Background: an optimization exercise with open tools, aiming at small area, a short achievable clock period and few clock cycles. Do not read the settings as production practice. Only simulation tests tie the RTL to the original design; equivalence was not proved. No activity file was given, so power comes from the tool's default toggle rates.

==> trial 67: inputs <==
==> flow/design.v <==
module crc_frame_codec (
    input  wire        clk,
    input  wire        rst,
    input  wire        cmd_valid,
    output wire        cmd_ready,
    input  wire [3:0]  cmd_op,
    input  wire [7:0]  cmd_reg,
    input  wire [7:0]  cmd_byte,
    input  wire [8:0]  cmd_len,
    input  wire        buf_we,
    input  wire [7:0]  buf_addr,
    input  wire [7:0]  buf_wdata,
    input  wire [7:0]  rd_addr,
    output reg  [7:0]  rd_data,
    output reg         done,
    output reg  [2:0]  err,
    output reg  [15:0] rval,
    output reg         fault,
    output reg         tx_valid,
    output reg  [7:0]  tx_data,
    input  wire        tx_ready,
    input  wire        tx_fail,
    input  wire        rx_valid,
    input  wire [7:0]  rx_data,
    output reg         rx_ready,
    input  wire        rx_fail,
    input  wire        expire
);
    localparam [7:0]  SOF_BYTE = 8'hAA;
    localparam [6:0]  DEV_ADDR = 7'h40;
    localparam [15:0] CRC_INIT = 16'hFFFF;
    localparam [3:0] OP_CRC_INIT   = 4'h1;
    localparam [3:0] OP_CRC_UPDATE = 4'h2;
    localparam [3:0] OP_CRC_READ   = 4'h3;
    localparam [3:0] OP_ENC_WRITE  = 4'h4;
    localparam [3:0] OP_ENC_READ   = 4'h5;
    localparam [3:0] OP_DECODE     = 4'h6;
    localparam [3:0] OP_XACT_WRITE = 4'h7;
    localparam [3:0] OP_XACT_READ  = 4'h8;
    localparam [3:0] OP_RELEASE    = 4'hF;
    localparam [2:0] E_OK       = 3'd0;
    localparam [2:0] E_INVALID  = 3'd1;
    localparam [2:0] E_TIMEOUT  = 3'd2;
    localparam [2:0] E_CHECKSUM = 3'd3;
    localparam [2:0] E_PROTOCOL = 3'd4;
    localparam [2:0] E_ADDRESS  = 3'd5;
    localparam [2:0] E_TRANSPORT= 3'd6;
    localparam [2:0] T_SOF = 3'd0;
    localparam [2:0] T_ADR = 3'd1;
    localparam [2:0] T_REG = 3'd2;
    localparam [2:0] T_LEN = 3'd3;
    localparam [2:0] T_PAY = 3'd4;
    localparam [2:0] T_CRH = 3'd5;
    localparam [2:0] T_CRL = 3'd6;
    localparam [2:0] R_HUNT = 3'd0;
    localparam [2:0] R_H0   = 3'd1;
    localparam [2:0] R_H1   = 3'd2;
    localparam [2:0] R_H2   = 3'd3;
    localparam [2:0] R_PAY  = 3'd4;
    localparam [2:0] R_C0   = 3'd5;
    localparam [2:0] R_C1   = 3'd6;
    function [15:0] crc_step;
        input [15:0] c;
        input [7:0]  b;
        integer i;
        reg [15:0] r;
        begin
            r = c;
            for (i = 7; i >= 0; i = i - 1) begin
                if (r[15] ^ b[i])
                    r = {r[14:0], 1'b0} ^ 16'h1021;
                else
                    r = {r[14:0], 1'b0};
            end
            crc_step = r;
        end
    endfunction
    reg        idle;         
    reg        released;
    reg [2:0]  tph;          
    reg [2:0]  rph;          
    reg        rw_r;         
    reg        then_rx;      
    reg [7:0]  reg_r;
    reg [7:0]  len_r;
    reg [7:0]  cnt;          
    reg [15:0] fcrc;         
    reg        addr_ok;
    reg        reg_ok;
    reg [7:0]  cb0;          
    reg [15:0] gcrc;
    reg        gpend;
    reg [7:0]  gbyte;
    reg [2039:0] txv;
    reg [2039:0] rxv;
    assign cmd_ready = idle;
    function [254:0] dec255;
        input [7:0] a;
        integer k;
        reg [15:0] hi, lo;
        begin
            for (k = 0; k < 16; k = k + 1) begin
                hi[k] = (a[7:4] == k);
                lo[k] = (a[3:0] == k);
            end
            for (k = 0; k < 255; k = k + 1)
                dec255[k] = hi[k >> 4] & lo[k & 15];
        end
    endfunction
    function [7:0] rd255;
        input [2039:0] v;
        input [7:0]    a;
        begin
            rd255 = (a == 8'd255) ? 8'h00 : v[8*a +: 8];
        end
    endfunction
    wire [7:0] rmem_rd = rd255(rxv, rd_addr);
    always @(posedge clk)
        rd_data <= rmem_rd;
    wire [254:0] bsel = dec255(buf_addr);
    wire [254:0] wsel = dec255(cnt);
    wire         bw   = buf_we && idle;
    wire         rw   = rx_ready && rx_valid && (rph == R_PAY);
    genvar gi;
    generate
        for (gi = 0; gi < 255; gi = gi + 1) begin : g_buf
            always @(posedge clk) begin
                if (bw && bsel[gi])
                    txv[8*gi +: 8] <= buf_wdata;
                if (rw && wsel[gi])
                    rxv[8*gi +: 8] <= rx_data;
            end
        end
    endgenerate
    wire        tx_take  = tx_valid && tx_ready;
    wire        tx_cov   = (tph == T_ADR) || (tph == T_REG) ||
                           (tph == T_LEN) || (tph == T_PAY);
    wire [15:0] ncrc     = crc_step(fcrc, tx_valid ? tx_data : rx_data);
    wire [7:0]  cnt_inc  = cnt + 8'd1;
    wire        tx_plast = rw_r || (cnt == len_r);    
    reg  [7:0]  tx_nbyte;
    reg  [2:0]  tx_nph;
    always @(*) begin
        case (tph)
        T_SOF: begin tx_nbyte = {DEV_ADDR, rw_r}; tx_nph = T_ADR; end
        T_ADR: begin tx_nbyte = reg_r;            tx_nph = T_REG; end
        T_REG: begin tx_nbyte = len_r;            tx_nph = T_LEN; end
        T_CRH: begin tx_nbyte = fcrc[7:0];        tx_nph = T_CRL; end
        default: begin
            if (tx_plast) begin
                tx_nbyte = ncrc[15:8]; tx_nph = T_CRH;
            end else begin
                tx_nbyte = tpre;       tx_nph = T_PAY;
            end
        end
        endcase
    end
    wire rx_take = rx_ready && rx_valid;
    reg  [7:0]  tpre;
    reg  [7:0]  tra;
    wire [7:0]  tmem_rd = rd255(txv, tra);
    always @(posedge clk) begin
        if (idle) begin
            tra <= 8'd0;
        end else if (tph == T_SOF || tph == T_ADR || tph == T_REG) begin
            tpre <= tmem_rd;
            if (tph == T_REG && tx_ready)
                tra <= 8'd1;
        end else if (tx_ready && (tph == T_LEN || tph == T_PAY) && !tx_plast) begin
            tpre <= tmem_rd;
            tra  <= tra + 8'd1;
        end
    end
    always @(posedge clk) begin
        if (gpend)
            gcrc <= crc_step(gcrc, gbyte);
        gpend <= 1'b0;
        if (rst) begin
            idle     <= 1'b1;
            released <= 1'b0;
            done     <= 1'b0;
            fault    <= 1'b0;
            tx_valid <= 1'b0;
            rx_ready <= 1'b0;
        end else if (idle) begin
            reg_r <= cmd_reg;
            len_r <= cmd_len[7:0];
            gbyte <= cmd_byte;
            cnt   <= 8'd0;
            tph   <= T_SOF;
            rph   <= R_HUNT;
            fcrc  <= CRC_INIT;
            rw_r  <= (cmd_op == OP_ENC_READ) || (cmd_op == OP_XACT_READ);
            then_rx <= (cmd_op == OP_XACT_READ);
            tx_data <= SOF_BYTE;
            if (cmd_valid) begin
                if (released) begin
                    fault <= 1'b1;
                end else begin
                    done <= 1'b1;
                    err  <= E_OK;
                    case (cmd_op)
                    OP_CRC_INIT: begin
                        gcrc  <= CRC_INIT;
                    end
                    OP_CRC_UPDATE: begin
                        gpend <= 1'b1;
                    end
                    OP_CRC_READ: begin
                        rval <= gpend ? crc_step(gcrc, gbyte) : gcrc;
                    end
                    OP_ENC_WRITE, OP_ENC_READ: begin
                        if (cmd_len[8]) begin
                            err <= E_INVALID;
                        end else begin
                            done     <= 1'b0;
                            idle     <= 1'b0;
                            tx_valid <= 1'b1;
                        end
                    end
                    OP_XACT_WRITE, OP_XACT_READ: begin
                        if (cmd_len[8] || cmd_len[7:0] == 8'd0) begin
                            err <= E_INVALID;
                        end else begin
                            done     <= 1'b0;
                            idle     <= 1'b0;
                            tx_valid <= 1'b1;
                        end
                    end
                    OP_DECODE: begin
                        if (cmd_len[8]) begin
                            err <= E_INVALID;
                        end else begin
                            done     <= 1'b0;
                            idle     <= 1'b0;
                            rx_ready <= 1'b1;
                        end
                    end
                    OP_RELEASE: begin
                        released <= 1'b1;
                    end
                    default: begin
                        err <= E_INVALID;
                    end
                    endcase
                end
            end
        end else if (tx_valid) begin
            if (expire) begin
                tx_valid <= 1'b0;
                idle     <= 1'b1;
                done     <= 1'b1;
                err      <= E_TIMEOUT;
            end else if (tx_fail) begin
                tx_valid <= 1'b0;
                idle     <= 1'b1;
                done     <= 1'b1;
                err      <= E_TRANSPORT;
            end else if (tx_ready) begin
                if (tx_cov)
                    fcrc <= ncrc;
                if (tph == T_CRL) begin
                    tx_valid <= 1'b0;
                    if (then_rx) begin
                        rx_ready <= 1'b1;
                    end else begin
                        idle <= 1'b1;
                        done <= 1'b1;
                        err  <= E_OK;
                    end
                end
                tph     <= tx_nph;
                tx_data <= tx_nbyte;
                if (tph == T_LEN || tph == T_PAY)
                    cnt <= cnt_inc;
            end
        end else begin
            if (expire) begin
                rx_ready <= 1'b0;
                idle     <= 1'b1;
                done     <= 1'b1;
                err      <= E_TIMEOUT;
            end else if (rx_fail) begin
                rx_ready <= 1'b0;
                idle     <= 1'b1;
                done     <= 1'b1;
                err      <= E_TRANSPORT;
            end else if (rx_valid) begin
                case (rph)
                R_HUNT: begin
                    if (rx_data == SOF_BYTE) begin
                        fcrc <= CRC_INIT;
                        rph  <= R_H0;
                    end
                end
                R_H0: begin
                    fcrc <= ncrc;
                    addr_ok <= (rx_data[7:1] == DEV_ADDR);
                    rph     <= R_H1;
                end
                R_H1: begin
                    fcrc <= ncrc;
                    reg_ok <= (rx_data == reg_r);
                    rph    <= R_H2;
                end
                R_H2: begin
                    fcrc <= ncrc;
                    cnt    <= 8'd0;
                    if (!addr_ok) begin
                        rx_ready <= 1'b0;
                        idle     <= 1'b1;
                        done     <= 1'b1;
                        err      <= E_ADDRESS;
                    end else if (!reg_ok || rx_data != len_r) begin
                        rx_ready <= 1'b0;
                        idle     <= 1'b1;
                        done     <= 1'b1;
                        err      <= E_PROTOCOL;
                    end else if (len_r == 8'd0) begin
                        rph <= R_C0;
                    end else begin
                        rph <= R_PAY;
                    end
                end
                R_PAY: begin
                    fcrc <= ncrc;
                    cnt    <= cnt_inc;
                    if (cnt_inc == len_r)
                        rph <= R_C0;
                end
                R_C0: begin
                    cb0 <= rx_data;
                    rph <= R_C1;
                end
                default: begin
                    rx_ready <= 1'b0;
                    idle     <= 1'b1;
                    done     <= 1'b1;
                    err      <= ({cb0, rx_data} == fcrc) ? E_OK : E_CHECKSUM;
                end
                endcase
            end
        end
    end
endmodule
==> flow/flow/run.sh <==
#!/bin/bash
set -uo pipefail
bash standard.sh SETUP_SLACK_MARGIN=6.5 \
  "BUFFER_PORTS_ARGS=-buffer_cell sky130_fd_sc_hd__buf_4" \
  finish > standard_flow.log 2>&1
rc=$?
echo "standard.sh exit $rc"
exit $rc
==> flow/standard.sh <==
#!/bin/bash
# synth_recipe.tcl (not shown) runs the flow's synth.tcl, then flattens the netlist and writes it again
# the make line also repeats each setting of config.mk as NAME=value (left out here)
make -C /OpenROAD-flow-scripts/flow DESIGN_CONFIG=/design/flow/config.mk WORK_HOME=/design/flow/orfs CLKGATE_MAP_FILE= SYNTH_SCRIPT=/design/flow/synth_recipe.tcl "${@:-finish}"
==> flow/config.mk <==
export PLATFORM = sky130hd
export DESIGN_NAME = crc_frame_codec
export DESIGN_NICKNAME = crc_frame_codec
export VERILOG_FILES = /design/flow/design.v
export SDC_FILE = /design/flow/constraint.sdc
export NUM_CORES = 4
export LEC_CHECK = 0
export CAP_MARGIN = 20
export CORE_MARGIN = 2
export CORE_UTILIZATION = 50
export CTS_CLUSTER_DIAMETER = 100
export CTS_CLUSTER_SIZE = 30
export SETUP_SLACK_MARGIN = 5
export SLEW_MARGIN = 20
==> flow/constraint.sdc <==
create_clock -name core_clock -period 10.0 [get_ports {clk}]
set_input_delay 2.0000 -clock core_clock [delete_from_list [all_inputs] [get_ports {clk}]]
set_output_delay 2.0000 -clock core_clock [all_outputs]
set_load 0.01 [all_outputs]
==> build 61: changes against trial 67 <==
--- a/flow/design.v
+++ b/flow/design.v
@@ -89,3 +89,3 @@
     reg        reg_ok;
-    reg [7:0]  cb0;          
+    reg        hi_ok;        
     reg [15:0] gcrc;
@@ -331,3 +331,3 @@
                 R_C0: begin
-                    cb0 <= rx_data;
+                    hi_ok <= (rx_data == fcrc[15:8]);
                     rph <= R_C1;
@@ -338,3 +338,3 @@
                     done     <= 1'b1;
-                    err      <= ({cb0, rx_data} == fcrc) ? E_OK : E_CHECKSUM;
+                    err      <= (hi_ok && rx_data == fcrc[7:0]) ? E_OK : E_CHECKSUM;
                 end
Settings changed: CTS_CLUSTER_DIAMETER 100 to 60, CTS_CLUSTER_SIZE 30 to 24, TNS_END_PERCENT set to 20.
==> key figures <==
Synthesis
  • Seq/Total Area, Yosys: 76.8%
  • Mean Syn Cell Area: 21.5 um2
  • Synth unique cells: 64

Power
  • Static Leak: 52.9 nW
  • Comb power frac: 5.3%

Place
  • DP Area: 171000 um2

Global route
  • Initial antenna violation count: 10
  • Met2 usage: 41.9%
  • First-pass GRT wire length: 604000 um

Final layout
  • N_diodes: 2
  • Clock buffer count: 203
  • Inverters: 18
  • Non-clock buffers: 412
  • Area occupied by multi-input gates: 38600 um2

Critical path
  • Slowest cell on the critical path: a32oi_1
  • CP Launch Point: rd_addr[4]
  • Crit-path max FO: 26

CTS
  • Clock latency at the later pin of the worst-skew pair: 0.91 ns
  • CTS clk-pin slew, worst paths: 0.11 ns

Routing
  • Drt pass-1 iters: 7
  • Met1 WL: 174000 um

Status
  • Status: timing/DRC/antenna clean
-- figures above: trial 67

==> key figures <==
Global route
  • First-pass GRT wire length: 607000 um
  • Initial antenna violation count: 15
  • Met2 usage: 43.2%

Synthesis
  • Seq/Total Area, Yosys: 76.7%
  • Mean Syn Cell Area: 21.6 um2
  • Synth unique cells: 71

Final layout
  • Non-clock buffers: 386
  • Inverters: 23
  • N_diodes: 1

Routing
  • Drt pass-1 iters: 6
  • Met1 WL: 168000 um

CTS
  • CTS clk-pin slew, worst paths: 0.09 ns

Status
  • Status: timing/DRC/antenna clean

Place
  • DP Area: 171000 um2

Critical path
  • Crit-path max FO: 6

Power
  • Static Leak: 55.3 nW
-- figures above: build 61

Testbench counts of trial 67, summed over its fixed seeds: cycles 81,727.
Testbench counts of build 61, summed over its fixed seeds: cycles 81,727.

==> separate check: timing with driven ports <==
The results above use ideal ports. As a check the final layouts listed here were re-extracted and re-timed, cells and wires unchanged. Step 1, drivers: a clkbuf_16 drives clk and a buf_2 each remaining input, both assumed. Step 2 also shifts input and output timing later by t, the mid clock arrival at the registers, as if the neighbouring blocks saw the same clock. Slacks: no drivers / after step 1 / after step 2; pairs: no drivers / after step 1.
| run | t (ns) | setup WS [ns] | worst hold slack (ns) | worst setup path at the end | worst data-port slew with drivers (ns) |
|---|---|---|---|---|---|
| trial 67 | 0.991 | 6.220 / 6.043 / 5.052 | 0.518 / 0.518 / 0.518 | input to register | 0.40 |
| build 61 | 1.026 | 6.097 / 5.832 / 4.807 | 0.496 / 0.496 / 0.496 | input to register | 0.42 |
After both steps every run listed still meets setup and hold. For build 61, which loses most, drivers alone change the setup slack by -0.265 ns; drivers and shift together by -1.290 ns.
